Context: an optimization exercise on an open-source flow, tuned for small area, a short achievable clock period and few clock cycles. The choices shown serve that exercise and are no tape-out recipe. At most, simulation tests tie the RTL to the original design; equivalence was not proved. Power and IR drop assume default switching activity.

== P ==
Design owd_core, start of the top module:
module owd_core (
    input              clk,
    input              rst,
    input              start,
    input              cancel,
    input      [31:0]  sample_rate_hz,
    input              force_overdrive,
    input              channel_valid,
    input      [7:0]   channel,
    output reg         cur_valid,
    output reg [1:0]   cur_cmd,
    output reg [31:0]  cur_n,
    input              cur_ack,
    input      [63:0]  cur_sample,
    input              cur_level,
    input              cur_eos,
    output             snk_valid,
    output     [180:0] snk_data,
    output             idle,
    output             busy,
    output             halted,
    output reg [1:0]   halt_reason,
    output     [7:0]   chan
);
For scale: roughly 4,000 cells after synthesis, about 380 flip-flops, roughly 340 I/O pins, about 35,000 um^2 of cells after synthesis.
clock: 12.0 ns
lec_check: 0
cap_margin: 30
core_margin: 2
core_utilization: 50
setup_slack_margin: 5
slew_margin: 30
run.sh (not shown) runs the stock make flow with config.mk's settings and CLKGATE_MAP_FILE= SYNTH_SCRIPT=/design/flow/synth_recipe.tcl, a recipe that flattens the netlist after the stock synthesis.
#### Input delta (Q over P)
--- a/flow/config.mk
+++ b/flow/config.mk
@@ -7,5 +7,6 @@
 export LEC_CHECK = 0
+export ABC_CLOCK_PERIOD_IN_PS = 3500
 export CAP_MARGIN = 30
 export CORE_MARGIN = 2
-export CORE_UTILIZATION = 50
+export CORE_UTILIZATION = 55
 export SETUP_SLACK_MARGIN = 5
--- outcome ---
Q: wire length is 2.3% lower than what P reported.
Between P and Q, the fraction of area in clock buffers and inverters figures differ only marginally.
Relative to P, wire length of the first global-routing pass decreased by 1.7 mm in Q.
Function was not checked in any run of this note: the RTL went through the layout flow alone.

owd_core, a different RTL version from the one above (not shown whole).
Size: about 340 I/O pins.
==> flow/config.mk <==
export PLATFORM = sky130hd
export DESIGN_NAME = owd_core
export DESIGN_NICKNAME = owd_core
export VERILOG_FILES = /design/flow/design.v
export SDC_FILE = /design/flow/constraint.sdc
export NUM_CORES = 4
export LEC_CHECK = 0
export ABC_CLOCK_PERIOD_IN_PS = 2800
export CAP_MARGIN = 30
export CORE_MARGIN = 2
export CORE_UTILIZATION = 55
export SETUP_SLACK_MARGIN = 5
export SLEW_MARGIN = 30
==> flow/constraint.sdc <==
create_clock -name core_clock -period 12.0 [get_ports {clk}]
set_input_delay 2.4000 -clock core_clock [delete_from_list [all_inputs] [get_ports {clk}]]
set_output_delay 2.4000 -clock core_clock [all_outputs]
set_load 0.01 [all_outputs]
Testbench counts at the start, summed over its fixed seeds: cycles 59,345.
==> next run, changes <==
--- a/flow/config.mk
+++ b/flow/config.mk
@@ -6,5 +6,5 @@
 export NUM_CORES = 4
 export LEC_CHECK = 0
-export ABC_CLOCK_PERIOD_IN_PS = 2800
+export ABC_CLOCK_PERIOD_IN_PS = 3500
 export CAP_MARGIN = 30
 export CORE_MARGIN = 2
After rerunning: Routed wire length stays the same. Global-route usage does not change. Worst hold slack is unchanged. Non-clock buffer count stays the same. Clock-buffer cell count is unchanged. Total power does not change.

Another version of the RTL of owd_core (not shown whole).
For scale: about 380 flip-flops, about 340 I/O pins.
// owd_core
module owd_core (
    input              clk,
    input              rst,
    input              start,
    input              cancel,
    input      [31:0]  sample_rate_hz,
    input              force_overdrive,
    input              channel_valid,
    input      [7:0]   channel,
    output reg         cur_valid,
    output reg [1:0]   cur_cmd,
    output reg [31:0]  cur_n,
    input              cur_ack,
    input      [63:0]  cur_sample,
    input              cur_level,
    input              cur_eos,
    output             snk_valid,
    output     [180:0] snk_data,
    output             idle,
    output             busy,
    output             halted,
    output reg [1:0]   halt_reason,
    output     [7:0]   chan
);
make LEC_CHECK=0 CAP_MARGIN=20 CORE_MARGIN=2 CORE_UTILIZATION=55 SETUP_SLACK_MARGIN=5 SLEW_MARGIN=20 finish   # period 12.0 ns
Next try:
--- a/flow/config.mk
+++ b/flow/config.mk
@@ -8 +8,2 @@
-export CAP_MARGIN = 20
+export ABC_CLOCK_PERIOD_IN_PS = 3500
+export CAP_MARGIN = 30
@@ -12 +13 @@
-export SLEW_MARGIN = 20
+export SLEW_MARGIN = 30
- setup slack improves by 11 ps
- combinational power barely changes
- sequential share of layout area hardly moves
- critical path depth rises by 1
- worst hold slack is about the same
Next try:
--- a/flow/config.mk
+++ b/flow/config.mk
@@ -13,0 +14 @@
+export TNS_END_PERCENT = 10
Via count stays flat.
Worst setup slack got worse by 35 ps.
Combinational power is higher slightly.
Power is higher slightly.
Utilization hardly moves.
Non-clock buffer count is higher by 1.
No run of this note included a check of the RTL's function; only the layout flow was run.

## what the ideal ports hide
The results above use ideal ports. As a check the final layouts listed here were re-extracted and re-timed, cells and wires unchanged.
Step 1 sets driving cells, clkbuf_16 on the clock port and buf_2 on the other inputs (assumed; they add their load-dependent delay and slew).
Step 2, shift: input delay + t, output delay - t, t = (earliest + latest rising clock arrival at the registers) / 2. This alone moves slack from input paths to output paths.
a / b / c = no drivers / after step 1 / after step 2; a / b = the first two.
run	shift t [ns]	setup WS [ns]	worst setup path after step 2	worst register clock-pin slew, ns
P	0.675	5.043 / 5.089 / 4.414	input to register	0.07 / 0.07
Q	0.688	5.127 / 5.135 / 4.487	input to register	0.07 / 0.07
the first run of note 2	0.681	5.181 / 5.230 / 4.549	input to register	0.07 / 0.07
the second run of note 2	0.681	5.181 / 5.230 / 4.549	input to register	0.07 / 0.07
the first run of note 3	0.662	5.046 / 4.995 / 4.421	input to register	0.07 / 0.07
the second run of note 3	0.675	5.057 / 5.092 / 4.417	input to register	0.07 / 0.07
the third run of note 3	0.677	5.022 / 5.060 / 4.384	input to register	0.07 / 0.07
After both steps setup and hold are still met in every run listed.
